This design comes from an exercise in tuning for small area and a short achievable clock period on the open sky130 flow, not from production work. At most, simulation tests tie the RTL to the original design; equivalence was not proved. No functional check of the RTL was part of run 8.

==> flow/design.v (outline; a module is shown in full before it is edited, if it fits) <==
// module ebd_sampler: 52 lines
// module ebd_div12: 25 lines
// module ebd_deriver: 21 lines
// module ebd_unit: 9 lines
// module ebd_m12: 81 lines
// module ebd_vhg: 69 lines
// module ebd_cdiv_1000: 228 lines
// module ebd_umul: 317 lines
// module ebd_mfc: 235 lines
module ebd_mfc (
    input  wire        clk,
    input  wire        rst,
    output wire        adc_req,
    output wire [1:0]  adc_ch,
    input  wire        adc_done,
    input  wire [9:0]  adc_data,
    input  wire        btn_a,
    input  wire        btn_b,
    output wire [15:0] duty_out,
    output wire        load_en,
    output wire        fan_en,
    output wire        led,
    output wire        frame_valid,
    input  wire        disp_ack,
    input  wire        host_valid,
    input  wire        host_we,
    input  wire [3:0]  host_addr,
    input  wire [31:0] host_wdata,
    output reg  [31:0] host_rdata
);
  // ...
==> flow/flow/run.sh <==
#!/bin/bash
# The standard layout (the standard.sh, standard synthesis unchanged), with
# two changes to how it is made:
#  - the port buffers are buf_4 cells instead of the delay buffer buffer_ports
#    picks by default;
#  - the timing repair steps aim for a setup slack margin, so that they size
#    and buffer the longest paths instead of stopping at the 70 ns period.
# The constraints (constraint.sdc, the 70 ns clock) are the standard flow's, unchanged.
set -euo pipefail
export SETUP_SLACK_MARGIN=54.8
export BUFFER_PORTS_ARGS="-buffer_cell sky130_fd_sc_hd__buf_4"
bash standard.sh > standard.log 2>&1
==> flow/standard.sh <==
#!/bin/bash
# synth_recipe.tcl (not shown) runs the flow's synth.tcl, then flattens the netlist and writes it again
# the make line also repeats each setting of config.mk as NAME=value (left out here)
make -C /OpenROAD-flow-scripts/flow DESIGN_CONFIG=/design/flow/config.mk WORK_HOME=/design/flow/orfs CLKGATE_MAP_FILE= SYNTH_SCRIPT=/design/flow/synth_recipe.tcl "${@:-finish}"
==> flow/config.mk <==
export PLATFORM = sky130hd
export DESIGN_NAME = ebd_mfc
export DESIGN_NICKNAME = ebd_mfc
export VERILOG_FILES = /design/flow/design.v
export SDC_FILE = /design/flow/constraint.sdc
export NUM_CORES = 4
export LEC_CHECK = 0
export CAP_MARGIN = 20
export CORE_MARGIN = 2
export CORE_UTILIZATION = 60
export CTS_CLUSTER_DIAMETER = 60
export CTS_CLUSTER_SIZE = 30
export PLACE_DENSITY = 0.75
export SLEW_MARGIN = 20
==> flow/constraint.sdc <==
create_clock -name core_clock -period 70.0 [get_ports {clk}]
set_input_delay 14.0000 -clock core_clock [delete_from_list [all_inputs] [get_ports {clk}]]
set_output_delay 14.0000 -clock core_clock [all_outputs]
set_load 0.01 [all_outputs]
==> impl_metrics.tcl, run 1 <==
set metrics [dict create \
    start_util_pct 60.9 \
    cts.sinks 607 \
    period_needed_ps 15180 \
    cts.clk_slew.worst_paths_ps 90 \
    yosys.area_share.simple_pct 11.7 \
    hold_viol 0 \
    vias 25000 \
    wl_um 93100 \
    yosys_warnings 4 \
    drt_iter0_drc 2440 \
    min_path_cells 0 \
    status "timing/DRC/antenna clean" \
    ctsResizeCount 37 \
    sh_seq_area_pct 41.4 \
    busiest_layer "met2" \
    cts_made_buffers 37 \
    placed_area_um2 37000 \
    ys.flop_type "edfxtp_1" \
    pre_cts_slack_ps 53340 \
    cp-end-kind "output port" \
    max_freq_mhz 65.9 \
    timing.final.ws_setup_ps 54820 \
    multi_input_area_um2 17600 \
    final_common_cell "inv_1" \
    setup_viol 0 \
    min_period_over_period_pct 21.7 \
    max_flop_register "u_sampler.ring" \
]
==> run 2, diff against run 1 <==
==> flow/flow/run.sh (replaced) <==
#!/bin/bash
# The standard layout (the standard.sh, standard synthesis unchanged), with
# two changes to how it is made:
#  - the port buffers are buf_2 cells instead of the delay buffer buffer_ports
#    picks by default;
#  - the timing repair steps aim for a setup slack margin, so that they size
#    and buffer the longest paths instead of stopping at the 70 ns period.
# The constraints (constraint.sdc, the 70 ns clock) are the standard flow's, unchanged.
set -euo pipefail
export SETUP_SLACK_MARGIN=54.8
export BUFFER_PORTS_ARGS="-buffer_cell sky130_fd_sc_hd__buf_2"
bash standard.sh > standard.log 2>&1
--- a/flow/config.mk
+++ b/flow/config.mk
@@ -8,7 +8,5 @@
 export CAP_MARGIN = 20
 export CORE_MARGIN = 2
 export CORE_UTILIZATION = 60
-export CTS_CLUSTER_DIAMETER = 60
-export CTS_CLUSTER_SIZE = 30
 export PLACE_DENSITY = 0.75
 export SLEW_MARGIN = 20
==> run 2 against run 1 <==
Effect of this change: clock-buffer cell count rose by 37; sequential cell count did not move; register-to-register slack improved by 100 ps; non-clock buffer count up 11; highest routed layer is now met5.
==> impl_metrics.tcl, run 2 <==
set metrics [dict create \
    placed_area_um2 36700 \
    maxCapViolations 0 \
    crit_end "host_rdata[12]" \
    synth.area.top_cells "edfxtp_1 (32%), fa_1 (15%), dfxtp_1 (13%), ha_1 (7.4%), inv_1 (4.4%)" \
    cp_top_family "flip-flops" \
    status "timing/DRC/antenna clean" \
    num_antenna_cells 0 \
    overflow 0 \
    cts.sinks 607 \
    num-fill-cells 4280 \
    antenna_found_initial 2 \
    yosys_warnings 4 \
    gp_congestion 0.943 \
    grt_max_degree 121 \
    final_util_pct 67.7 \
    period_needed_ps 15180 \
    yosys-top-cells-count "inv_1 (410), edfxtp_1 (380), nand2_1 (348)" \
    cp-end-kind "output port" \
    synth_top_area_cell "edfxtp_1" \
    grt_pass1_wl_um 144000 \
    cp_max_fo 2 \
    slowest_stage "dfxtp_2" \
    final_common_cell "inv_1" \
    synth_top_cell_area_share_pct 32.3 \
    layout-drive-gt1-share_pct 10.7 \
    max_freq_mhz 65.9 \
    layout_common_cells "inv_1 (410), edfxtp_1 (380), nand2_1 (348)" \
    r2r_end "host_rdata[27]" \
    path_depth 1 \
    areaGrowthSynthToFinish_pct 11.0 \
    rr_startpoint "phase[2]" \
    chipWidth_um 247 \
    fp.dieArea_um2 60900 \
    cpPeakStageDelay_ps 370 \
    largest_reg_flops 360 \
    rsz0062_at_grt "true" \
    grt_usage_pct 31.2 \
    cts.clk_slew.worst_paths_ps 70 \
    crit_chain "buf_2" \
    drtPass1Iterations 12 \
    clock_latency_ps 660 \
    maxSlewViolCount 0 \
    timing.slew.headroom_pct 28.9 \
    setup_viol 0 \
    design_area_um2 39300 \
    viasPerCell 6.00 \
    final_antenna_net_count 0 \
    ys.flop_type "edfxtp_1" \
    reg2reg_slack_ps 55640 \
    reg2reg_depth 42 \
    ys_ff_latch 607 \
    synth_area_um2 35400 \
    cts_tree "built" \
    crit_type "flip-flop to output port" \
    synth_most_common_cell "inv_1" \
    drcViolationCount 0 \
    syn-mean-instance-area_um2 10.7 \
    vias 25300 \
    drt_iter0_drc 2186 \
    max_flop_register "u_sampler.ring" \
    grt_pass1_vias 25100 \
    nets 3915 \
    clock-root-buffer "clkbuf_16" \
    cts_made_buffers 60 \
    coreArea_um2 58000 \
    tns_ps 0 \
    cts.path.max_buffers 3 \
    hold_start "u_sampler.ring[255]" \
    synthDistinctLibCells 81 \
    dpl.cell_count 4062 \
    postSynthCellCount 3297 \
    num_rows 88 \
    crit_start "host_rdata[12]" \
    hold_viol 0 \
    finClkSkew_ps 52.0 \
    min_period_over_period_pct 21.7 \
    whs_ps 403 \
    h-tree-depth 2 \
    wire_per_inst_um 22.3 \
    tightest_slew_ps 1070 \
    stdcell_count 4211 \
    place_hpwl_um 68600 \
    synth-edff-count 380 \
    async_flop_share_pct 0 \
    synth-seq-area-share_pct 45.1 \
    fp.dieH_um 247 \
    pin_count 109 \
    start_util_pct 60.9 \
    worstPathArrival_ps 1180 \
    cp-start-kind "flip-flop" \
    postCtsHoldBufs 0 \
    crit_buf_inv 1 \
    wl_um 93900 \
    io_buffers 102 \
    required_ps 56000 \
    hp-class "flip-flop to flip-flop" \
]
-- run 2: cell counts after synthesis --
No cell type changed its count.
-- run 2: worst min-delay path by stage --
| stage | endpoint | slack, ps | cells past startpoint |
|---|---|---|---|
| global route | u_sampler.ring[323] | 410 | 0 |
| global placement | u_sampler.ring[180] | 400 | 0 |
| finish | u_sampler.ring[265] | 400 | 0 |
| floorplan | u_sampler.ring[100] | 400 | 0 |
| detailed placement | u_sampler.ring[102] | 400 | 0 |
| CTS | u_sampler.ring[265] | 390 | 0 |
-- run 2: per-stage QoR --
stage | setup slack, ps
6_report | 54820
5_1_grt | 54780
4_1_cts | 54800
3_5_place_dp | 53260
3_3_place_gp | 53390
2_1_floorplan | 54660
-- run 2: routing by layer --
layer	vias up	part of all wire [%]	global-route usage, %
met3	239	7.7	5.58
met5	-	0.014	0
li1	11500	-	-
met1	12500	41	41.7
met4	2	4.4	12.9
met2	1043	47	50.6
-- run 2: final cells by class --
cell class              count  area (um2)  share of cell area (%)
clock buffers              78        1650                    4.20
clock inverters            36         385                   0.982
inverters                 411        1540                    3.93
multi-input cells        2145       17600                    44.8
flip-flops and latches    607       16000                    40.9
well taps                 765         957                    2.44
repair buffers            169        1100                    2.80
-- run 2: cell families (layout without fill, tap and decap cells) --
| group | count (synthesis) | after routing | synth area share [%] |
|---|---|---|---|
| multiplexers | 33 | 33 | 0.938 |
| XOR/XNOR | 110 | 110 | 2.72 |
| adder cells (fa/ha/maj) | 467 | 467 | 22.0 |
| other | 2 | 6 | 0.0212 |
| AND/OR/NAND/NOR | 897 | 901 | 11.7 |
| flip-flops | 607 | 607 | 45.1 |
| AO/OA/AOI/OAI | 628 | 628 | 11.6 |
| buffers and inverters | 553 | 694 | 6.00 |
-- run 2: what timing repair did --
action / in CTS / in global routing
pin swaps: 6 / 4
gates resized for setup: 67 / 12
endpoints found under the setup margin: 127 / 18
buffers inserted: 19 / 12
cloned: 4 / 0
endpoints found under the hold margin: 0 / 0
==> run 3, diff against run 2 <==
--- a/flow/flow/run.sh
+++ b/flow/flow/run.sh
@@ -7,6 +7,6 @@
 #    and buffer the longest paths instead of stopping at the 70 ns period.
 # The constraints (constraint.sdc, the 70 ns clock) are the standard flow's, unchanged.
 set -euo pipefail
-export SETUP_SLACK_MARGIN=54.8
+export SETUP_SLACK_MARGIN=55.1
 export BUFFER_PORTS_ARGS="-buffer_cell sky130_fd_sc_hd__buf_2"
 bash standard.sh > standard.log 2>&1
--- a/flow/config.mk
+++ b/flow/config.mk
@@ -8,5 +8,7 @@
 export CAP_MARGIN = 20
 export CORE_MARGIN = 2
 export CORE_UTILIZATION = 60
+export CTS_CLUSTER_DIAMETER = 60
+export CTS_CLUSTER_SIZE = 30
 export PLACE_DENSITY = 0.75
 export SLEW_MARGIN = 20
==> run 3 against run 2 <==
Effect of this change: cell count grew 0.57%; die area did not move; critical endpoint is now host_rdata[11]; highest routed layer unchanged.
==> impl_metrics.tcl, run 3 <==
set metrics [dict create \
    status "timing/DRC/antenna clean" \
    drcViolationCount 0 \
    synth_compound_area_share_pct 11.6 \
    tightest_slew_ps 1040 \
    layout-drive-gt1-share_pct 13.6 \
    overflow 0 \
    ys.flop_type "edfxtp_1" \
    synth_most_common_cell "inv_1" \
    fp.dieArea_um2 60900 \
    ys_ff_latch 607 \
    final_util_pct 69.1 \
    grt_max_degree 119 \
    setup_viol 0 \
    cp_max_fo 2 \
    cts_made_buffers 38 \
    reg2reg_depth 44 \
    cpPeakStageDelay_ps 380 \
    synth.area.top_cells "edfxtp_1 (32%), fa_1 (15%), dfxtp_1 (13%), ha_1 (7.4%), inv_1 (4.4%)" \
    slowest_stage "dfxtp_4" \
    hold_viol 0 \
    clock_latency_ps 600 \
    timing.final.ws_setup_ps 54900 \
    whs_endpoint "u_sampler.ring[332]" \
    start_util_pct 60.9 \
    postSynthCellCount 3297 \
    cts_tree "built" \
    gp_congestion 0.926 \
    synth_area_um2 35400 \
    finClkSkew_ps 46.7 \
    yosys-top-cells-count "inv_1 (410), edfxtp_1 (380), nand2_1 (348)" \
    place_hpwl_um 65500 \
    cp_top_family "flip-flops" \
    hold_start "u_sampler.ring[322]" \
    pin_count 109 \
    crit_buf_inv 1 \
    yosys.area_share.simple_pct 11.7 \
    layout_common_cells "inv_1 (410), edfxtp_1 (380), nand2_1 (340)" \
    clock-root-buffer "clkbuf_16" \
    synth_top_cell_area_share_pct 32.3 \
    wl_um 93500 \
    r2r_end "host_rdata[5]" \
    crit_type "flip-flop to output port" \
    synthDistinctLibCells 81 \
    nets 3961 \
    coreArea_um2 58000 \
    largest_reg_flops 360 \
    cp-start-kind "flip-flop" \
    viasPerCell 6.08 \
    synth-edff-count 380 \
    max_flop_register "u_sampler.ring" \
    hp-class "flip-flop to flip-flop" \
    cts.path.max_buffers 3 \
    wire_per_inst_um 22.1 \
    cp-end-kind "output port" \
    max_freq_mhz 66.2 \
    tns_ps 0 \
    grt_usage_pct 30.5 \
    num_rows 88 \
    fp.dieH_um 247 \
    pre_cts_slack_ps 53530 \
    maxCapViolations 0 \
    synthXorXnorAreaFrac_pct 2.72 \
    synth_top_area_cell "edfxtp_1" \
    async_flop_share_pct 0 \
    final_common_cell "inv_1" \
    min_period_over_period_pct 21.6 \
    io_buffers 102 \
    grt_pass1_wl_um 143000 \
    rsz0062_at_grt "true" \
    drt_iter0_drc 2606 \
    areaGrowthSynthToFinish_pct 13.4 \
    chipWidth_um 247 \
    period_needed_ps 15100 \
    grt_pass1_vias 25600 \
    h-tree-depth 2 \
    final_antenna_net_count 0 \
    maxSlewViolCount 0 \
    cts.clk_slew.worst_paths_ps 110 \
    min_path_cells 0 \
    crit_chain "buf_6" \
    vias 25700 \
    cts.sinks 607 \
    yosys.area_share.adder_pct 22.0 \
    path_depth 1 \
    required_ps 56000 \
    yosys_warnings 4 \
    syn-mean-instance-area_um2 10.7 \
    drtPass1Iterations 8 \
    worstPathArrival_ps 1100 \
    num_antenna_cells 0 \
    rr_startpoint "phase[1]" \
    muxShareOfSynthArea_pct 0.938 \
    reg2reg_slack_ps 55960 \
    antenna_found_initial 2 \
    timing.slew.headroom_pct 30.2 \
    synth-seq-area-share_pct 45.1 \
    synth_top_family_by_area "adder cells" \
    postCtsHoldBufs 0 \
]
run 3: cell counts after synthesis:
No cell type changed its count.
run 3: through the flow:
| step | instances | area (um2) | hold slack, ps |
|---|---|---|---|
| final | 4235 | 40100 | 387 |
| after global routing | 4235 | 40100 | 389 |
| after CTS | 4193 | 39300 | 378 |
| after detailed placement | 4067 | 36800 | 405 |
| after global placement | 4067 | 36800 | 400 |
| after floorplan | 3301 | 35800 | 400 |
run 3: final cells by class:
class | instances | area [um2]
flip-flops and latches | 607 | 16100
well taps | 765 | 957
inverters | 411 | 1540
clock inverters | 24 | 344
repair buffers | 229 | 2190
fillers | 4186 | 17900
clock buffers | 46 | 1010
multi-input cells | 2153 | 18000
run 3: logic make-up (layout without fill, tap and decap cells):
logic type	count (synthesis)	after routing
XOR/XNOR	110	110
AO/OA/AOI/OAI	628	628
AND/OR/NAND/NOR	897	909
other	2	6
multiplexers	33	33
flip-flops	607	607
buffers and inverters	553	710
adder cells (fa/ha/maj)	467	467
run 3: layer usage:
layer  global-route usage (%)  up-vias  routed length (um)
li1                         -    11600                   -
met1                     42.4    12600               38500
met2                     48.8     1228               42700
met3                     4.94      280                8270
met4                     11.0        2                4000
met5                        0        -                  13
run 3: timing repair:
item / 4_1_cts / 5_1_grt
setup buffers: 48 / 27
gates resized for setup: 163 / 74
cloned: 8 / 13
pin swaps: 21 / 46
endpoints found under the setup margin: 224 / 112
run 3: worst max-delay path by stage:
stage / end / slack, ps / startpoint
global route: host_rdata[13] / 54870 / host_rdata[13]
global placement: lvcut_r[14] / 53630 / host_addr[0]
floorplan: host_rdata[5] / 54660 / host_addr[2]
CTS: host_rdata[13] / 54870 / host_rdata[13]
finish: host_rdata[11] / 54900 / host_rdata[11]
detailed placement: lvcut_r[31] / 53530 / host_addr[1]
==> run 4, diff against run 3 <==
--- a/flow/flow/run.sh
+++ b/flow/flow/run.sh
@@ -7,6 +7,6 @@
 #    and buffer the longest paths instead of stopping at the 70 ns period.
 # The constraints (constraint.sdc, the 70 ns clock) are the standard flow's, unchanged.
 set -euo pipefail
-export SETUP_SLACK_MARGIN=55.1
+export SETUP_SLACK_MARGIN=54.8
 export BUFFER_PORTS_ARGS="-buffer_cell sky130_fd_sc_hd__buf_2"
 bash standard.sh > standard.log 2>&1
==> run 4 against run 3 <==
Effect of this change: die area stayed put; synthesized cell count stayed put; maximum frequency is 0.56% lower; hold slack better by 33 ps; sequential cell count stayed put; clock skew is 8.6 ps higher; wire length is 1.4% lower; critical path depth stayed put; first-iteration DRC count is 18% lower; design area is 3.7% lower; setup slack worse by 84 ps; critical path type unchanged; largest cell class unchanged; highest routed layer is now met4.
==> impl_metrics.tcl, run 4 <==
set metrics [dict create \
    yosys-top-cells-count "inv_1 (410), edfxtp_1 (380), nand2_1 (348)" \
    clock-root-buffer "clkbuf_16" \
    setup_viol 0 \
    slowest_stage "dfxtp_1" \
    maxSlewViolCount 0 \
    max_freq_mhz 65.8 \
    coreArea_um2 58000 \
    pre_cts_slack_ps 53260 \
    grt_max_degree 121 \
    synth.area.top_cells "edfxtp_1 (32%), fa_1 (15%), dfxtp_1 (13%), ha_1 (7.4%), inv_1 (4.4%)" \
    tightest_slew_ps 1110 \
    num_rows 88 \
    period_needed_ps 15190 \
    io_buffers 102 \
    cp-end-kind "output port" \
    cp-start-kind "flip-flop" \
    cpPeakStageDelay_ps 410 \
    synth_top_area_cell "edfxtp_1" \
    yosys_warnings 4 \
    synth-seq-area-share_pct 45.1 \
    async_flop_share_pct 0 \
    cts.path.max_buffers 3 \
    viasPerCell 5.97 \
    cp_top_family "flip-flops" \
    synth_area_um2 35400 \
    yosys.area_share.adder_pct 22.0 \
    design_area_um2 38600 \
    layout_common_cells "inv_1 (410), edfxtp_1 (380), nand2_1 (348)" \
    whs_endpoint "u_sampler.ring[148]" \
    crit_chain "buf_4" \
    postCtsHoldBufs 0 \
    crit_type "flip-flop to output port" \
    status "timing/DRC/antenna clean" \
    start_util_pct 60.9 \
    r2r_end "host_rdata[21]" \
    postSynthCellCount 3297 \
    finClkSkew_ps 55.4 \
    tns_ps 0 \
    synth_top_cell_area_share_pct 32.3 \
    yosys.area_share.simple_pct 11.7 \
    wl_um 92200 \
    timing.slew.headroom_pct 25.8 \
    grt_pass1_wl_um 142000 \
    rsz0062_at_grt "true" \
    synth_compound_area_share_pct 11.6 \
    final_util_pct 66.5 \
    min_period_over_period_pct 21.7 \
    rr_startpoint "phase[2]" \
    gp_congestion 0.943 \
    final_common_cell "inv_1" \
    layout-drive-gt1-share_pct 9.76 \
    crit_buf_inv 1 \
    cts.sinks 607 \
    grt_usage_pct 30.6 \
    synth_top_family_by_area "adder cells" \
    ys.flop_type "edfxtp_1" \
    synthXorXnorAreaFrac_pct 2.72 \
    grt_pass1_vias 24800 \
    placed_area_um2 36700 \
    drcViolationCount 0 \
    drtPass1Iterations 9 \
    overflow 0 \
    fp.dieH_um 247 \
    areaGrowthSynthToFinish_pct 9.21 \
    hold_start "u_sampler.ring[138]" \
    ys_ff_latch 607 \
    nets 3892 \
    cts.clk_slew.worst_paths_ps 100 \
    synth-edff-count 380 \
    largest_reg_flops 360 \
    cts_tree "built" \
    num-fill-cells 4390 \
    max_flop_register "u_sampler.ring" \
    fp.dieArea_um2 60900 \
    muxShareOfSynthArea_pct 0.938 \
    h-tree-depth 2 \
    required_ps 56000 \
    timing.final.ws_setup_ps 54810 \
    pin_count 109 \
    hold_viol 0 \
    worstPathArrival_ps 1190 \
    final_antenna_net_count 0 \
    syn-mean-instance-area_um2 10.7 \
    clock_latency_ps 620 \
    wire_per_inst_um 22.1 \
    maxCapViolations 0 \
    reg2reg_slack_ps 55590 \
    synth_most_common_cell "inv_1" \
    min_path_cells 0 \
    cp_max_fo 2 \
    antenna_found_initial 1 \
    reg2reg_depth 44 \
    cts_made_buffers 39 \
    drt_iter0_drc 2132 \
    hp-class "flip-flop to flip-flop" \
    place_hpwl_um 68600 \
    vias 24900 \
    synthDistinctLibCells 81 \
    chipWidth_um 247 \
]
## run 4: per-layer routing
layer  routed length, um  vias to the layer above  global-route usage (%)
li1                    -                    11400                       -
met1               38500                    12200                    41.6
met2               42700                      983                    49.5
met3                7200                      207                    5.44
met4                3830                        0                    11.4
met5                   0                        -                       0
## run 4: stage by stage
stage,std cells,hold slack [ps]
after floorplan,3301,400
after global placement,4062,400
after CTS,4152,419
after detailed placement,4062,405
after global routing,4166,423
final,4167,420
## run 4: layout make-up
class | instances | area, um2 | area share [%]
Antenna cell | 1 | 2.50 | 0.00648
Clock buffer | 43 | 1010 | 2.62
Clock inverter | 28 | 430 | 1.11
Inverter | 411 | 1540 | 4.00
Multi-Input combinational cell | 2147 | 17600 | 45.7
Sequential cell | 607 | 16000 | 41.5
Tap cell | 765 | 957 | 2.48
Timing Repair Buffer | 165 | 1040 | 2.69
## run 4: logic make-up after synthesis
family / after synthesis
other: 2
XOR/XNOR: 110
buffers and inverters: 553
flip-flops: 607
AND/OR/NAND/NOR: 897
adder cells (fa/ha/maj): 467
AO/OA/AOI/OAI: 628
multiplexers: 33
## run 4: what timing repair did
item                                    CTS  global route
buffers inserted                         14            13
endpoints found under the setup margin  117            53
pin swaps                                 8             5
resized for setup                        39            18
gates cloned                              5             1
## run 4: worst max-delay path by stage
stage,start,to,slack (ps),cells past startpoint
final,host_rdata[10],host_rdata[10],54810,1
after global routing,rst,fan_r,54720,5
after CTS,host_rdata[6],host_rdata[6],54800,1
after detailed placement,host_addr[0],lvcut_r[30],53260,6
after global placement,host_addr[0],lvcut_r[5],53390,6
after floorplan,host_addr[2],host_rdata[12],54660,8
==> run 5, diff against run 4 <==
--- a/flow/config.mk
+++ b/flow/config.mk
@@ -5,10 +5,10 @@
 export SDC_FILE = /design/flow/constraint.sdc
 export NUM_CORES = 4
 export LEC_CHECK = 0
-export CAP_MARGIN = 20
+export CAP_MARGIN = 10
 export CORE_MARGIN = 2
 export CORE_UTILIZATION = 60
 export CTS_CLUSTER_DIAMETER = 60
 export CTS_CLUSTER_SIZE = 30
 export PLACE_DENSITY = 0.75
-export SLEW_MARGIN = 20
+export SLEW_MARGIN = 10
==> run 5 against run 4 <==
Effect of this change: still clean; first-iteration DRC count barely moved; via count barely moved; sequential share of layout area barely moved; area after synthesis did not move; register-to-register slack barely moved; design area barely moved; wire length barely moved; cell count did not move; non-clock buffer count did not move; critical path type unchanged; largest cell class unchanged.
==> impl_metrics.tcl, run 5 <==
set metrics [dict create \
    setup_viol 0 \
    start_util_pct 60.9 \
    slowest_stage "dfxtp_1" \
    largest_reg_flops 360 \
    viasPerCell 5.97 \
    cts_made_buffers 39 \
    final_common_cell "inv_1" \
    period_needed_ps 15190 \
    ys.flop_type "edfxtp_1" \
    design_area_um2 38600 \
    synthDistinctLibCells 81 \
    hold_viol 0 \
    clock-root-buffer "clkbuf_16" \
    fp.dieH_um 247 \
    drt_iter0_drc 2133 \
    tightest_slew_ps 1110 \
    status "timing/DRC/antenna clean" \
    grt_max_degree 121 \
    place_hpwl_um 68600 \
    overflow 0 \
    required_ps 56000 \
    postSynthCellCount 3297 \
    maxCapViolations 0 \
    ys_ff_latch 607 \
    fp.dieArea_um2 60900 \
    rsz0062_at_grt "true" \
    cp-end-kind "output port" \
    cpPeakStageDelay_ps 410 \
    cts_tree "built" \
    synth.area.top_cells "edfxtp_1 (32%), fa_1 (15%), dfxtp_1 (13%), ha_1 (7.4%), inv_1 (4.4%)" \
    max_freq_mhz 65.8 \
    crit_start "host_rdata[10]" \
    layout_common_cells "inv_1 (410), edfxtp_1 (380), nand2_1 (348)" \
    synth_area_um2 35400 \
    timing.slew.headroom_pct 25.8 \
    gp_congestion 0.943 \
    num-fill-cells 4392 \
    grt_pass1_vias 24800 \
    h-tree-depth 2 \
    hold_start "u_sampler.ring[138]" \
    synth_most_common_cell "inv_1" \
    wire_per_inst_um 22.1 \
    cts.sinks 607 \
    yosys-top-cells-count "inv_1 (410), edfxtp_1 (380), nand2_1 (348)" \
    cp_top_family "flip-flops" \
    finClkSkew_ps 55.3 \
    coreArea_um2 58000 \
    cp_max_fo 2 \
    final_antenna_net_count 0 \
    num_rows 88 \
    cts.clk_slew.worst_paths_ps 100 \
    antenna_found_initial 1 \
    clock_latency_ps 620 \
    chipWidth_um 247 \
    min_period_over_period_pct 21.7 \
    synth_top_cell_area_share_pct 32.3 \
    crit_type "flip-flop to output port" \
    tns_ps 0 \
    vias 24900 \
    grt_pass1_wl_um 142000 \
    drtPass1Iterations 9 \
    crit_buf_inv 1 \
    placed_area_um2 36700 \
    synth-seq-area-share_pct 45.1 \
    hp-class "flip-flop to flip-flop" \
    grt_usage_pct 30.6 \
    yosys_warnings 4 \
    wl_um 92200 \
    synth-edff-count 380 \
    drcViolationCount 0 \
    cp-start-kind "flip-flop" \
    rr_startpoint "phase[2]" \
    io_buffers 102 \
    syn-mean-instance-area_um2 10.7 \
    areaGrowthSynthToFinish_pct 9.20 \
    whs_ps 420 \
    pin_count 109 \
    layout-drive-gt1-share_pct 9.76 \
    nets 3892 \
    async_flop_share_pct 0 \
    worstPathArrival_ps 1190 \
    maxSlewViolCount 0 \
    crit_chain "buf_4" \
    postCtsHoldBufs 0 \
    max_flop_register "u_sampler.ring" \
    cts.path.max_buffers 3 \
    synth_top_area_cell "edfxtp_1" \
]
[run 5: changes by cell type in the layout (fill, tap and decap cells not counted)]
cell   change
buf_4      +1
buf_6      -1
[run 5: cell families (layout without fill, tap and decap cells)]
family,Yosys count,after routing,share of synthesized area [%]
and+or+nand+nor,897,903,11.7
DFF,607,607,45.1
other,2,7,0.0212
AOI/OAI and AO/OA,628,628,11.6
muxes,33,33,0.938
adders and majority gates,467,467,22.0
xor gates and xnor gates,110,110,2.72
buffers and inverters,553,647,6.00
[run 5: repair_timing]
action | 4_1_cts | 5_1_grt
gates resized for setup | 39 | 18
endpoints found under the hold margin | 0 | 0
cloned | 5 | 1
setup endpoints to repair | 117 | 53
buffers inserted | 14 | 13
pin swaps | 8 | 5
[run 5: final cells by class]
cell class	count	area [um2]	share of cell area (%)
Sequential cell	607	16000	41.5
Clock inverter	28	430	1.11
Multi-Input combinational cell	2147	17600	45.7
Inverter	411	1540	4.00
Antenna cell	1	2.50	0.00648
Tap cell	765	957	2.48
Timing Repair Buffer	165	1030	2.68
Clock buffer	43	1010	2.62
[run 5: worst register-to-register path, delay by kind of cell, from the launching register on]
family,cells,cell delay [ps]
flip-flops,1,570
buffers and inverters,7,1240
AO/OA/AOI/OAI,9,2410
XOR/XNOR,1,640
AND/OR/NAND/NOR,14,3450
adder cells (fa/ha/maj),13,5890
[run 5: worst paths after layout]
check | cells past startpoint | end | slack, ps
max | 1 | host_rdata[10] | 54810
min | 0 | u_sampler.ring[148] | 420
max reg2reg | 44 | host_rdata[21] | 55600
min reg2reg | 0 | u_sampler.ring[148] | 420
[run 5: metal layers]
| metal | track usage, % | vias to the layer above | share of wire (%) |
|---|---|---|---|
| met1 | 41.6 | 12300 | 42 |
| met5 | 0 | - | 0 |
| met2 | 49.5 | 979 | 46 |
| met3 | 5.44 | 209 | 7.8 |
| li1 | - | 11400 | - |
| met4 | 11.4 | 0 | 4.2 |
[run 5: stage by stage]
step	std cells	util [%]	setup slack, ps
after floorplan	3301	-	54660
after global placement	4062	63.3	53390
after detailed placement	4062	63.3	53260
after CTS	4152	66.2	54800
after global routing	4166	66.5	54720
final	4167	66.5	54810
==> run 6, diff against run 5 <==
==> flow/config.mk (replaced) <==
export PLATFORM = sky130hd
export DESIGN_NAME = ebd_mfc
export DESIGN_NICKNAME = ebd_mfc
export VERILOG_FILES = /design/flow/design.v
export SDC_FILE = /design/flow/constraint.sdc
export NUM_CORES = 4
export LEC_CHECK = 0
export CAP_MARGIN = 20
export CORE_MARGIN = 2
export CORE_UTILIZATION = 70
export CTS_CLUSTER_DIAMETER = 60
export CTS_CLUSTER_SIZE = 30
export PLACE_DENSITY = 0.85
export SLEW_MARGIN = 20
==> run 6 against run 5 <==
Effect of this change: synthesized cell count is the same; design area shrank 0.52%; sequential cell count is the same; setup slack lost 1.4 ps; global-route usage grew 7.2 points; critical endpoint is now host_rdata[3]; largest cell class unchanged.
==> impl_metrics.tcl, run 6 <==
set metrics [dict create \
    num-fill-cells 3151 \
    tns_ps 0 \
    syn-mean-instance-area_um2 10.7 \
    fp.dieH_um 229 \
    cp_max_fo 2 \
    maxSlewViolCount 0 \
    nets 3881 \
    drt_iter0_drc 3153 \
    max_freq_mhz 65.8 \
    gp_congestion 0.959 \
    synth_top_cell_area_share_pct 32.3 \
    start_util_pct 70.8 \
    wl_um 97700 \
    grt_max_degree 108 \
    synth.area.top_cells "edfxtp_1 (32%), fa_1 (15%), dfxtp_1 (13%), ha_1 (7.4%), inv_1 (4.4%)" \
    maxCapViolations 0 \
    rsz0062_at_grt "true" \
    postSynthCellCount 3297 \
    cp-start-kind "flip-flop" \
    overflow 0 \
    num_rows 82 \
    hold_start "u_sampler.ring[242]" \
    antenna_found_initial 4 \
    hold_viol 0 \
    hp-class "flip-flop to flip-flop" \
    grt_pass1_vias 26900 \
    chipWidth_um 229 \
    design_area_um2 38400 \
    drcViolationCount 0 \
    cts_made_buffers 37 \
    cts.path.max_buffers 3 \
    postCtsHoldBufs 0 \
    largest_reg_flops 360 \
    viasPerCell 6.47 \
    crit_type "flip-flop to output port" \
    required_ps 56000 \
    crit_buf_inv 1 \
    synth-edff-count 380 \
    ys_ff_latch 607 \
    fp.dieArea_um2 52300 \
    cts.clk_slew.worst_paths_ps 110 \
    reg2reg_depth 43 \
    vias 26300 \
    status "timing/DRC/antenna clean" \
    cp-end-kind "output port" \
    yosys-top-cells-count "inv_1 (410), edfxtp_1 (380), nand2_1 (348)" \
    max_flop_register "u_sampler.ring" \
    whs_endpoint "u_sampler.ring[252]" \
    r2r_end "host_rdata[19]" \
    whs_ps 404 \
    rr_startpoint "phase[2]" \
    yosys_warnings 4 \
    layout_common_cells "inv_1 (409), edfxtp_1 (380), nand2_1 (348)" \
    ys.flop_type "edfxtp_1" \
    io_buffers 102 \
    drtPass1Iterations 8 \
    coreArea_um2 50000 \
    final_common_cell "inv_1" \
    pin_count 109 \
    wire_per_inst_um 24.1 \
    worstPathArrival_ps 1190 \
    synthDistinctLibCells 81 \
    slowest_stage "dfxtp_1" \
    clock_latency_ps 610 \
    grt_usage_pct 37.8 \
    cp_top_family "flip-flops" \
    place_hpwl_um 68400 \
    timing.slew.headroom_pct 23.5 \
    cts_tree "built" \
    layout-drive-gt1-share_pct 9.51 \
    cpPeakStageDelay_ps 420 \
    period_needed_ps 15190 \
    async_flop_share_pct 0 \
    min_period_over_period_pct 21.7 \
    tightest_slew_ps 1140 \
    clock-root-buffer "clkbuf_16" \
    cts.sinks 607 \
    reg2reg_slack_ps 55880 \
    finClkSkew_ps 35.9 \
    placed_area_um2 36600 \
    final_antenna_net_count 0 \
    crit_chain "buf_2" \
    synth_area_um2 35400 \
    synth_top_area_cell "edfxtp_1" \
    h-tree-depth 2 \
    synth-seq-area-share_pct 45.1 \
    synth_most_common_cell "inv_1" \
    min_path_cells 0 \
    grt_pass1_wl_um 151000 \
    areaGrowthSynthToFinish_pct 8.62 \
    setup_viol 0 \
]
-- run 6: what timing repair did --
item                                    CTS  global route
hold endpoints to repair                  0             0
gates resized for setup                  44            23
cloned                                    3             0
pin swaps                                 5             6
endpoints found under the setup margin  106            68
buffers inserted                          9            10
-- run 6: cells by family after synthesis --
group / after synthesis / share of synthesized area [%]
AO/OA/AOI/OAI: 628 / 11.6
adder cells (fa/ha/maj): 467 / 22.0
AND/OR/NAND/NOR: 897 / 11.7
flip-flops: 607 / 45.1
XOR/XNOR: 110 / 2.72
buffers and inverters: 553 / 6.00
multiplexers: 33 / 0.938
other: 2 / 0.0212
-- run 6: cell type report --
| class | count | area (um2) | area share, % |
|---|---|---|---|
| Inverter | 411 | 1540 | 4.02 |
| Tap cell | 672 | 841 | 2.19 |
| Clock buffer | 41 | 972 | 2.53 |
| Clock inverter | 25 | 444 | 1.16 |
| Timing Repair Buffer | 159 | 998 | 2.60 |
| Sequential cell | 607 | 16000 | 41.7 |
| Antenna cell | 1 | 2.50 | 0.00652 |
| Multi-Input combinational cell | 2144 | 17600 | 45.8 |
-- run 6: per-stage QoR --
step / util, % / worst slack (ps) / instances
5_1_grt: 76.9 / 54780 / 4060
2_1_floorplan: - / 54660 / 3301
4_1_cts: 76.5 / 54800 / 4048
6_report: 76.9 / 54810 / 4060
3_5_place_dp: 73.3 / 53260 / 3970
3_3_place_gp: 73.3 / 53390 / 3970
-- run 6: routing by layer --
metal,track usage (%),part of all wire [%]
met5,0,0.017
met4,18.3,5.5
met3,8.11,11
met2,60.6,46
met1,49.4,37
-- run 6: worst max path at each step --
stage | start | to | cells past startpoint
5_1_grt | host_addr[2] | host_rdata[9] | 8
3_5_place_dp | host_addr[0] | lvcut_r[13] | 6
3_3_place_gp | host_addr[0] | lvcut_r[12] | 6
4_1_cts | host_rdata[8] | host_rdata[8] | 1
6_report | host_rdata[3] | host_rdata[3] | 1
2_1_floorplan | host_addr[2] | host_rdata[12] | 8
==> run 7, diff against run 6 <==
--- a/flow/config.mk
+++ b/flow/config.mk
@@ -7,8 +7,9 @@
 export LEC_CHECK = 0
 export CAP_MARGIN = 20
 export CORE_MARGIN = 2
-export CORE_UTILIZATION = 70
-export CTS_CLUSTER_DIAMETER = 60
-export CTS_CLUSTER_SIZE = 30
-export PLACE_DENSITY = 0.85
+export CORE_UTILIZATION = 60
+export CTS_BUF_LIST = sky130_fd_sc_hd__clkbuf_8
+export CTS_CLUSTER_DIAMETER = 50
+export CTS_CLUSTER_SIZE = 16
+export PLACE_DENSITY = 0.75
 export SLEW_MARGIN = 20
==> run 7 against run 6 <==
Effect of this change: clock skew rose by 26 ps; utilization fell by 9.8 points; setup slack got worse by 65 ps.
==> impl_metrics.tcl, run 7 <==
set metrics [dict create \
    multi_input_area_um2 17600 \
    async_flop_share_pct 0 \
    synth_top_area_cell "edfxtp_1" \
    cpPeakStageDelay_ps 390 \
    cp_max_fo 2 \
    h-tree-depth 2 \
    pin_count 109 \
    cp-start-kind "flip-flop" \
    clock-root-buffer "clkbuf_8" \
    drcViolationCount 0 \
    place_hpwl_um 68600 \
    yosys_warnings 4 \
    final_common_cell "inv_1" \
    drt_iter0_drc 2161 \
    syn-mean-instance-area_um2 10.7 \
    viasPerCell 6.00 \
    tns_ps 0 \
    overflow 0 \
    yosys-top-cells-count "inv_1 (410), edfxtp_1 (380), nand2_1 (348)" \
    cts.path.max_buffers 3 \
    busiest_layer "met2" \
    fp.dieArea_um2 60900 \
    fp.dieH_um 247 \
    maxCapViolations 0 \
    use_met3_pct 4.70 \
    vias 25300 \
    worstPathArrival_ps 1260 \
    cp_top_family "flip-flops" \
    tightest_slew_ps 1070 \
    gp_congestion 0.943 \
    nets 3921 \
    synth.area.top_cells "edfxtp_1 (32%), fa_1 (15%), dfxtp_1 (13%), ha_1 (7.4%), inv_1 (4.4%)" \
    grtUsageMet2_pct 50.2 \
    cts.clk_slew.worst_paths_ps 100 \
    synthDistinctLibCells 81 \
    timing.slew.headroom_pct 28.5 \
    cp-end-kind "output port" \
    io_buffers 102 \
    hp-class "flip-flop to flip-flop" \
    finClkSkew_ps 62.1 \
    ys.flop_type "edfxtp_1" \
    wl_um 92900 \
    postCtsHoldBufs 0 \
    synth-edff-count 380 \
    layout_common_cells "inv_1 (422), edfxtp_1 (380), nand2_1 (348)" \
    coreArea_um2 58000 \
    cts_tree "built" \
    ys_ff_latch 607 \
    grt_pass1_wl_um 142000 \
    synth_area_um2 35400 \
    cts.sinks 607 \
    grt_usage_pct 30.7 \
    hold_viol 0 \
    status "timing/DRC/antenna clean" \
    required_ps 56000 \
    final_antenna_net_count 0 \
    maxSlewViolCount 0 \
    crit_buf_inv 1 \
    cts_made_buffers 59 \
    slowest_stage "dfxtp_4" \
    grt_use_met1_pct 41.8 \
    areaGrowthSynthToFinish_pct 10.1 \
    start_util_pct 60.9 \
    crit_type "flip-flop to output port" \
    postSynthCellCount 3297 \
    wire_per_inst_um 22.0 \
    crit_chain "buf_6" \
    chipWidth_um 247 \
    register_area_um2 16100 \
    grt_max_degree 121 \
    layout-drive-gt1-share_pct 11.5 \
    num_rows 88 \
    num-fill-cells 4331 \
    rsz0062_at_grt "true" \
    period_needed_ps 15260 \
    min_period_over_period_pct 21.8 \
    clock_latency_ps 740 \
    antenna_found_initial 0 \
    synth_most_common_cell "inv_1" \
    synth-seq-area-share_pct 45.1 \
    drtPass1Iterations 6 \
    synth_top_cell_area_share_pct 32.3 \
    max_freq_mhz 65.6 \
    setup_viol 0 \
    largest_reg_flops 360 \
    grt_pass1_vias 24900 \
    max_flop_register "u_sampler.ring" \
]
run 7: changes by cell type in the layout (fill, tap and decap cells not counted), moves of 6 or more:
cell / change
clkinv_16: -6
dfxtp_1: -25
dfxtp_2: +15
buf_4: +18
clkbuf_16: -38
clkbuf_8: +58
buf_6: +49
dfxtp_4: +10
buf_2: -48
inv_1: +13
run 7: area by class of cell:
cell class              instances  area share (%)
clock inverters                48            1.38
clock buffers                  59            2.09
inverters                     411            3.96
repair buffers                174            3.58
well taps                     765            2.46
multi-input cells            2147            45.2
flip-flops and latches        607            41.3
diodes                          2          0.0129
run 7: cells by family after synthesis:
| kind of cell | share of synthesized area (%) |
|---|---|
| AOI/OAI and AO/OA | 11.6 |
| xor gates and xnor gates | 2.72 |
| adders and majority gates | 22.0 |
| buffers and inverters | 6.00 |
| DFF | 45.1 |
| muxes | 0.938 |
| other | 0.0212 |
| and+or+nand+nor | 11.7 |
run 7: worst reg2reg max path: cells and delay by family, from the launching register on:
family / cells / cell delay (ps)
buffers and inverters: 7 / 1190
DFF: 1 / 580
adders and majority gates: 13 / 5910
AOI/OAI and AO/OA: 9 / 2420
and+or+nand+nor: 14 / 3200
xor gates and xnor gates: 1 / 610
run 7: final timing paths:
path / from / end / slack, ps / depth (start not counted)
max reg2reg: phase[2] / host_rdata[21] / 55910 / 44
min reg2reg: u_sampler.ring[86] / u_sampler.ring[96] / 400 / 0
max: host_rdata[10] / host_rdata[10] / 54740 / 1
min: u_sampler.ring[86] / u_sampler.ring[96] / 400 / 0
run 7: routing by layer:
| metal | part of all wire, % | up-vias | wire length [um] |
|---|---|---|---|
| met2 | 47 | 1033 | 43300 |
| met5 | 0 | - | 0 |
| li1 | - | 11500 | - |
| met4 | 4.0 | 0 | 3750 |
| met3 | 7.6 | 219 | 7090 |
| met1 | 42 | 12500 | 38700 |
run 7: metrics by stage:
stage               hold WS (ps)  setup WS (ps)  instance area [um2]  utilization, %  instances
floorplan                    400          54660                35800               -       3301
global placement             400          53390                36700            63.3       4062
detailed placement           405          53260                36700            63.3       4062
CTS                          380          54720                38800            66.8       4201
global route                 402          54740                38900            67.1       4211
finish                       401          54740                38900            67.1       4213
run 7: timing repair:
| action | in CTS | in global routing |
|---|---|---|
| gates resized for setup | 132 | 11 |
| pin swaps | 5 | 4 |
| endpoints found under the setup margin | 144 | 85 |
| gates cloned | 5 | 1 |
| setup buffers | 27 | 8 |
==> module ebd_mfc, before the edit <==
module ebd_mfc (
    input  wire        clk,
    input  wire        rst,
    output wire        adc_req,
    output wire [1:0]  adc_ch,
    input  wire        adc_done,
    input  wire [9:0]  adc_data,
    input  wire        btn_a,
    input  wire        btn_b,
    output wire [15:0] duty_out,
    output wire        load_en,
    output wire        fan_en,
    output wire        led,
    output wire        frame_valid,
    input  wire        disp_ack,
    input  wire        host_valid,
    input  wire        host_we,
    input  wire [3:0]  host_addr,
    input  wire [31:0] host_wdata,
    output reg  [31:0] host_rdata
);
    localparam [2:0] PH_DERIVE    = 3'd3;
    localparam [2:0] PH_PROTECT   = 3'd4;
    localparam [2:0] PH_MODE      = 3'd5;
    localparam [2:0] PH_REGULATE  = 3'd6;
    localparam [2:0] PH_HANDOFF   = 3'd7;
    localparam [1:0] M_OFF = 2'd0;
    localparam [1:0] M_ON  = 2'd2;
    localparam [1:0] M_LVC = 2'd3;
    localparam [10:0] DUTY_OFF = 11'd1025;
    localparam [10:0] DUTY_MIN = 11'd300;
    localparam [10:0] DUTY_MAX = 11'd1000;
    reg [2:0]         phase;
    reg [12:0]        current_r;    
    reg [15:0]        voltage_r;    
    reg               hg_r;
    reg [10:0]        duty_r;
    reg [1:0]         mode_r;
    reg [1:0]         disp_mode_r;
    reg               last_ok_r;
    reg               pend_a_r;
    reg               pend_b_r;
    reg signed [31:0] target_r;
    reg signed [31:0] lvcut_r;
    reg               fan_r;
    wire [3:0]  cursor;
    wire [13:0] acc0, acc1, acc2, acc_true;
    wire        p0, p1, p2;
    wire sampling  = (phase <= 3'd2);
    wire sample_ok = sampling & adc_done;
    wire advance   = sampling ? adc_done :
                     (phase == PH_HANDOFF) ? disp_ack : 1'b1;
    wire [2:0] phase_next = advance ? phase + 3'd1 : phase;
    reg        adc_req_r;
    reg        frame_valid_r;
    reg        load_en_r;
    assign adc_req     = adc_req_r;
    assign adc_ch      = phase[1:0];
    assign frame_valid = frame_valid_r;
    ebd_sampler u_sampler (
        .clk      (clk),
        .rst      (rst),
        .wr_en    (sample_ok),
        .wr_data  (adc_data),
        .phase    (phase),
        .cursor   (cursor),
        .acc0     (acc0),
        .acc1     (acc1),
        .acc2     (acc2),
        .acc_true (acc_true),
        .p0       (p0),
        .p1       (p1),
        .p2       (p2)
    );
    wire [9:0]  m_sh;
    wire [15:0] d_voltage;
    wire        d_hg;
    ebd_deriver u_deriver (
        .clk      (clk),
        .acc_true (acc_true),
        .p0       (p0),
        .p1       (p1),
        .m_sh     (m_sh),
        .voltage  (d_voltage),
        .hg       (d_hg)
    );
    wire        derive  = (phase == PH_DERIVE);
    wire        v_neg   = voltage_r[15];
    wire [5:0]  v_mag_n = ~voltage_r[5:0] + 6'd1;
    wire [14:0] v_mag   = v_neg ? {9'd0, v_mag_n} : voltage_r[14:0];
    wire [12:0] unit_a  = derive ? 13'd4883 : current_r;
    wire [14:0] unit_b  = derive ? {5'd0, m_sh} : v_mag;
    wire [27:0] unit_u;
    wire [16:0] unit_q;
    ebd_unit u_unit (.a(unit_a), .b(unit_b), .u(unit_u), .q(unit_q));
    wire [8:0]  qn        = 9'd0 - {1'b0, unit_q[7:0]};
    wire [17:0] power_now = v_neg ? {{9{qn[8]}}, qn} : {1'b0, unit_q};
    wire        power_hi  = ~v_neg & (unit_q > 17'd2500);         
    reg  [17:0] power_r;
    always @(posedge clk)
        if (!derive)
            power_r <= power_now;
    wire [17:0] power     = derive ? power_r : power_now;
    reg [1:0]  mp_mode;
    reg [1:0]  mp_disp;
    reg        mp_last_ok;
    reg        mp_force_off;
    always @(*) begin
        mp_mode      = mode_r;
        mp_disp      = disp_mode_r;
        mp_last_ok   = last_ok_r;
        mp_force_off = 1'b0;
        if (pend_a_r) begin
            if (mp_mode == M_ON) begin
                mp_mode      = M_OFF;
                mp_force_off = 1'b1;
                mp_last_ok   = 1'b1;
            end else if (mp_mode == M_OFF) begin
                mp_mode      = M_ON;
                mp_last_ok   = 1'b1;
            end else begin
                mp_last_ok   = 1'b0;
            end
        end
        if (pend_b_r) begin
            if (mp_mode == M_OFF) begin
                mp_disp      = mp_disp + 2'd1;
            end else if (mp_mode == M_LVC) begin
                mp_mode      = M_OFF;
                mp_last_ok   = 1'b1;
            end
        end
    end
    wire signed [31:0] vol_s = {{16{voltage_r[15]}}, voltage_r};
    wire        t_neg  = target_r[31];
    wire        t_big  = ~t_neg & (|target_r[30:13]);           
    wire        t_fit  = ~t_neg & ~(|target_r[30:13]);          
    wire        cur_lt = t_big | (t_fit & (current_r < target_r[12:0]));
    wire        cur_gt = t_neg | (t_fit & (current_r > target_r[12:0]));
    wire        l_pos  = ~lvcut_r[31] & (|lvcut_r[30:15]);      
    wire        l_fit  = (lvcut_r[31:15] == 17'd0) | (lvcut_r[31:15] == 17'h1ffff);
    wire        vol_lt = l_pos | (l_fit & ($signed(voltage_r) < $signed(lvcut_r[15:0])));
    always @(posedge clk) begin
        if (rst) begin
            phase       <= 3'd0;
            current_r   <= 13'd0;
            voltage_r   <= 16'd0;
            hg_r        <= 1'b0;
            duty_r      <= DUTY_OFF;
            mode_r      <= M_OFF;
            disp_mode_r <= 2'd0;
            last_ok_r   <= 1'b0;
            pend_a_r    <= 1'b0;
            pend_b_r    <= 1'b0;
            target_r    <= 32'sd1000;
            lvcut_r     <= 32'sd2000;
            fan_r       <= 1'b0;
            adc_req_r     <= 1'b1;
            frame_valid_r <= 1'b0;
            load_en_r     <= 1'b0;
        end else begin
            phase         <= phase_next;
            adc_req_r     <= (phase_next <= 3'd2);
            frame_valid_r <= (phase_next == PH_HANDOFF);
            pend_a_r <= btn_a | (pend_a_r & (phase != PH_MODE));
            pend_b_r <= btn_b | (pend_b_r & (phase != PH_MODE));
            case (phase)
                PH_DERIVE: begin
                    current_r <= unit_q[12:0];
                    voltage_r <= d_voltage;
                    hg_r      <= d_hg;
                end
                PH_PROTECT: begin
                    fan_r   <= power_hi;
                end
                PH_MODE: begin
                    mode_r      <= mp_mode;
                    load_en_r   <= (mp_mode == M_ON);
                    disp_mode_r <= mp_disp;
                    last_ok_r   <= mp_last_ok;
                    if (mp_force_off)
                        duty_r <= DUTY_OFF;
                end
                PH_REGULATE: begin
                    if (mode_r == M_ON) begin
                        if (vol_lt) begin
                            duty_r    <= DUTY_OFF;
                            mode_r    <= M_LVC;
                            load_en_r <= 1'b0;
                            last_ok_r <= 1'b1;
                        end else if (cur_lt && duty_r > DUTY_MIN) begin
                            duty_r <= duty_r - 11'd1;
                        end else if (cur_gt && duty_r < DUTY_MAX) begin
                            duty_r <= duty_r + 11'd1;
                        end
                    end
                end
                default: ;
            endcase
            if (host_valid && host_we) begin
                case (host_addr)
                    4'h1: target_r <= host_wdata;
                    4'h2: lvcut_r  <= host_wdata;
                    default: ;
                endcase
            end
        end
    end
    wire [31:0] status = {18'd0, phase, pend_b_r, pend_a_r, last_ok_r, 1'b1,
                          load_en_r, fan_r, hg_r, disp_mode_r, mode_r};
    wire [15:0] rd_sel = 16'd1 << host_addr;
    wire [31:0] rd_mux = ({32{rd_sel[0]}}  & status)
                       | ({32{rd_sel[1]}}  & target_r)
                       | ({32{rd_sel[2]}}  & lvcut_r)
                       | ({32{rd_sel[3]}}  & {21'd0, duty_r})
                       | ({32{rd_sel[4]}}  & {19'd0, current_r})
                       | ({32{rd_sel[5]}}  & vol_s)
                       | ({32{rd_sel[6]}}  & {{14{power[17]}}, power})
                       | ({32{rd_sel[7]}}  & {28'd0, cursor})
                       | ({32{rd_sel[8]  & ~p0}} & {18'd0, acc0})
                       | ({32{rd_sel[9]  & ~p1}} & {18'd0, acc1})
                       | ({32{rd_sel[10] & ~p2}} & {18'd0, acc2})
                       | ({32{rd_sel[8] & p0 | rd_sel[9] & p1 | rd_sel[10] & p2}}
                          & {18'd0, acc_true});
    always @(posedge clk) begin
        if (rst)
            host_rdata <= 32'd0;
        else if (host_valid && !host_we)
            host_rdata <= rd_mux;
    end
    assign duty_out = {5'd0, duty_r};
    assign load_en  = load_en_r;
    assign fan_en   = fan_r;
    assign led      = 1'b1;
endmodule
==> run 8, diff against run 7 <==
--- a/flow/design.v
+++ b/flow/design.v
@@ -1010,7 +1010,7 @@
     end
     wire [31:0] status = {18'd0, phase, pend_b_r, pend_a_r, last_ok_r, 1'b1,
                           load_en_r, fan_r, hg_r, disp_mode_r, mode_r};
-    wire [15:0] rd_sel = 16'd1 << host_addr;
+    wire [15:0] rd_sel = rst ? 16'd0 : (16'd1 << host_addr);
     wire [31:0] rd_mux = ({32{rd_sel[0]}}  & status)
                        | ({32{rd_sel[1]}}  & target_r)
                        | ({32{rd_sel[2]}}  & lvcut_r)
@@ -1024,12 +1024,9 @@
                        | ({32{rd_sel[10] & ~p2}} & {18'd0, acc2})
                        | ({32{rd_sel[8] & p0 | rd_sel[9] & p1 | rd_sel[10] & p2}}
                           & {18'd0, acc_true});
-    always @(posedge clk) begin
-        if (rst)
-            host_rdata <= 32'd0;
-        else if (host_valid && !host_we)
+    always @(posedge clk)
+        if (rst || (host_valid && !host_we))
             host_rdata <= rd_mux;
-    end
     assign duty_out = {5'd0, duty_r};
     assign load_en  = load_en_r;
     assign fan_en   = fan_r;
--- a/flow/config.mk
+++ b/flow/config.mk
@@ -8,8 +8,5 @@
 export CAP_MARGIN = 20
 export CORE_MARGIN = 2
 export CORE_UTILIZATION = 60
-export CTS_BUF_LIST = sky130_fd_sc_hd__clkbuf_8
-export CTS_CLUSTER_DIAMETER = 50
-export CTS_CLUSTER_SIZE = 16
 export PLACE_DENSITY = 0.75
 export SLEW_MARGIN = 20
==> run 8 against run 7 <==
Effect of this change: sequential cell count stayed put; cell count down 1.4%; maximum frequency decreased by 0.85%; area after synthesis rose by 0.54%; design area rose by 0.79%; synthesized cell count down 1.9%; utilization fell by 0.35 points; critical endpoint is now host_rdata[5]; largest cell class unchanged.
==> impl_metrics.tcl, run 8 <==
set metrics [dict create \
    min_period_over_period_pct 22.0 \
    yosys_warnings 4 \
    multi_input_area_um2 17300 \
    syn-mean-instance-area_um2 11.0 \
    reg2reg_slack_ps 55380 \
    areaGrowthSynthToFinish_pct 10.3 \
    cpPeakStageDelay_ps 530 \
    grt_usage_pct 31.0 \
    maxCapViolations 0 \
    hp-class "flip-flop to flip-flop" \
    required_ps 56000 \
    gp_congestion 0.986 \
    coreArea_um2 58800 \
    yosys-top-cells-count "edfxtp_1 (412), inv_1 (405), nand2_1 (375)" \
    cp-end-kind "output port" \
    num_rows 89 \
    chipWidth_um 247 \
    finClkSkew_ps 81.9 \
    layout_common_cells "edfxtp_1 (412), inv_1 (405), nand2_1 (373)" \
    cts.clk_slew.worst_paths_ps 70 \
    start_util_pct 60.5 \
    cp_top_family "flip-flops" \
    cp_max_fo 1 \
    timing.slew.headroom_pct 26.2 \
    synth.area.top_cells "edfxtp_1 (35%), fa_1 (14%), dfxtp_1 (11%), ha_1 (7.4%), inv_1 (4.3%)" \
    io_buffers 102 \
    yosys.area_share.adder_pct 21.9 \
    placed_area_um2 36900 \
    antenna_found_initial 1 \
    crit_chain "buf_2" \
    setup_viol 0 \
    synth_top_family_by_area "adder cells" \
    synth-edff-count 412 \
    final_common_cell "edfxtp_1" \
    pin_count 109 \
    cp-start-kind "flip-flop" \
    yosys.area_share.simple_pct 10.9 \
    vias 25000 \
    synth_most_common_cell "edfxtp_1" \
    postSynthCellCount 3234 \
    design_area_um2 39200 \
    hold_viol 0 \
    grt_max_degree 93 \
    layout-drive-gt1-share_pct 10.7 \
    final_util_pct 66.7 \
    slowest_stage "edfxtp_1" \
    wl_um 94100 \
    cts.path.max_buffers 3 \
    num-fill-cells 4429 \
    nets 3851 \
    rsz0062_at_grt "true" \
    crit_type "flip-flop to output port" \
    ys_ff_latch 607 \
    clock-root-buffer "clkbuf_16" \
    register_area_um2 16300 \
    async_flop_share_pct 0 \
    grt_pass1_wl_um 144000 \
    cts.sinks 607 \
    overflow 0 \
    reg2reg_depth 43 \
    period_needed_ps 15390 \
    final_antenna_net_count 0 \
    cts_made_buffers 60 \
    hold_start "u_sampler.ring[254]" \
    max_flop_register "u_sampler.ring" \
    synth_top_cell_area_share_pct 34.8 \
    muxShareOfSynthArea_pct 0.655 \
    viasPerCell 6.02 \
    drt_iter0_drc 2422 \
    num_antenna_cells 0 \
    clock_latency_ps 660 \
    status "timing/DRC/antenna clean" \
    max_freq_mhz 65.0 \
    min_path_cells 0 \
    maxSlewViolCount 0 \
    synth_area_um2 35600 \
    drcViolationCount 0 \
    crit_buf_inv 1 \
    ys.flop_type "edfxtp_1" \
    synthXorXnorAreaFrac_pct 2.94 \
    rr_startpoint "phase[2]" \
    cts_tree "built" \
    wire_per_inst_um 22.7 \
    grt_pass1_vias 25100 \
    synthDistinctLibCells 99 \
    h-tree-depth 2 \
    synth_compound_area_share_pct 11.7 \
    place_hpwl_um 66900 \
    worstPathArrival_ps 1390 \
    synth_top_area_cell "edfxtp_1" \
    tns_ps 0 \
    synth-seq-area-share_pct 45.8 \
    fp.dieH_um 247 \
    drtPass1Iterations 8 \
    whs_endpoint "u_sampler.ring[264]" \
    tightest_slew_ps 1110 \
    r2r_end "host_rdata[19]" \
    largest_reg_flops 360 \
    fp.dieArea_um2 61200 \
]
-- run 8: cell count changes in the layout (fill, tap and decap cells not counted), sizes merged, moves of 12 or more --
cell	delta
clkinv	+12
nand3	+19
clkbuf	+18
a211oi	-28
nand2	+27
nor3	-16
dfxtp	-32
or3	-14
edfxtp	+32
inv	-24
nor2	-34
a221o	+26
-- run 8: what timing repair did --
item                                    CTS  global route
hold buffers                              0             0
endpoints found under the setup margin   72            47
cloned                                    3             1
resized for setup                        43             9
buffers inserted                         18             6
pin swaps                                 4             0
-- run 8: worst max path at each step --
| stage | startpoint | to | slack [ps] | cells past startpoint |
|---|---|---|---|---|
| floorplan | rst | host_rdata[1] | 54520 | 8 |
| global placement | rst | host_rdata[2] | 53630 | 8 |
| detailed placement | rst | host_rdata[2] | 53550 | 8 |
| CTS | host_rdata[5] | host_rdata[5] | 54600 | 1 |
| global route | host_rdata[5] | host_rdata[5] | 54560 | 1 |
| finish | host_rdata[5] | host_rdata[5] | 54610 | 1 |
-- run 8: layout make-up --
class	instances	area share, %
repair buffers	168	2.85
multi-input cells	2084	44.1
clock buffers	76	4.11
clock inverters	37	0.861
flip-flops and latches	607	41.6
inverters	409	3.92
well taps	773	2.47
-- run 8: metrics by stage --
stage	hold WS, ps	worst slack [ps]	cells
2_1_floorplan	400	54520	3238
3_3_place_gp	401	53630	4013
3_5_place_dp	405	53550	4013
4_1_cts	353	54600	4147
5_1_grt	362	54560	4154
6_report	360	54610	4154
-- run 8: worst register-to-register path, delay by kind of cell (launching register included) --
family,cells,cell delay [ps]
and+or+nand+nor,6,1530
DFF,1,770
xor gates and xnor gates,1,640
adders and majority gates,13,5760
AOI/OAI and AO/OA,15,4180
buffers and inverters,8,1460
-- run 8: cells by family after synthesis --
kind of cell,after synthesis
buffers and inverters,549
xor gates and xnor gates,116
and+or+nand+nor,858
DFF,607
AOI/OAI and AO/OA,612
other,2
muxes,23
adders and majority gates,467
-- run 8: per-layer routing --
metal	vias to the layer above	GRT usage, %	routed length (um)
li1	11300	-	-
met1	12400	42.5	38300
met2	1090	49.5	43600
met3	219	6.19	8570
met4	0	11.4	3640
met5	-	0	0

## port drivers added, routing unchanged
How much do the figures lean on ideal ports? The routed layouts below were timed once more, with nothing changed but the port constraints.
Step 1 assumes that a clkbuf_16 drives the clock port and a buf_2 every other input.
Step 2, shift: input delay + t, output delay - t, t = (earliest + latest rising clock arrival at the registers) / 2. This alone moves slack from input paths to output paths.
Slacks: ideal / step 1 / step 2; pairs: ideal / step 1.
run	shift t [ns]	setup slack, ns	worst hold slack (ns)	latest minus earliest clock arrival (ns)
run 1	0.661	54.818 / 54.752 / 54.197	0.415 / 0.415 / 0.415	0.031 / 0.031
run 2	0.703	54.817 / 54.749 / 54.174	0.403 / 0.403 / 0.403	0.061 / 0.061
run 3	0.646	54.896 / 54.828 / 54.296	0.387 / 0.387 / 0.387	0.048 / 0.048
run 4	0.653	54.811 / 54.748 / 54.204	0.420 / 0.420 / 0.420	0.057 / 0.057
run 5	0.653	54.811 / 54.748 / 54.204	0.420 / 0.420 / 0.420	0.057 / 0.057
run 6	0.660	54.810 / 54.747 / 54.211	0.404 / 0.404 / 0.404	0.038 / 0.038
run 7	0.770	54.745 / 54.684 / 54.130	0.401 / 0.401 / 0.401	0.062 / 0.063
run 8	0.679	54.614 / 54.553 / 54.029	0.360 / 0.360 / 0.360	0.083 / 0.083
After both steps every run listed still meets setup and hold. For run 2, which loses most, drivers alone change the setup slack by -0.068 ns; drivers and shift together by -0.643 ns.
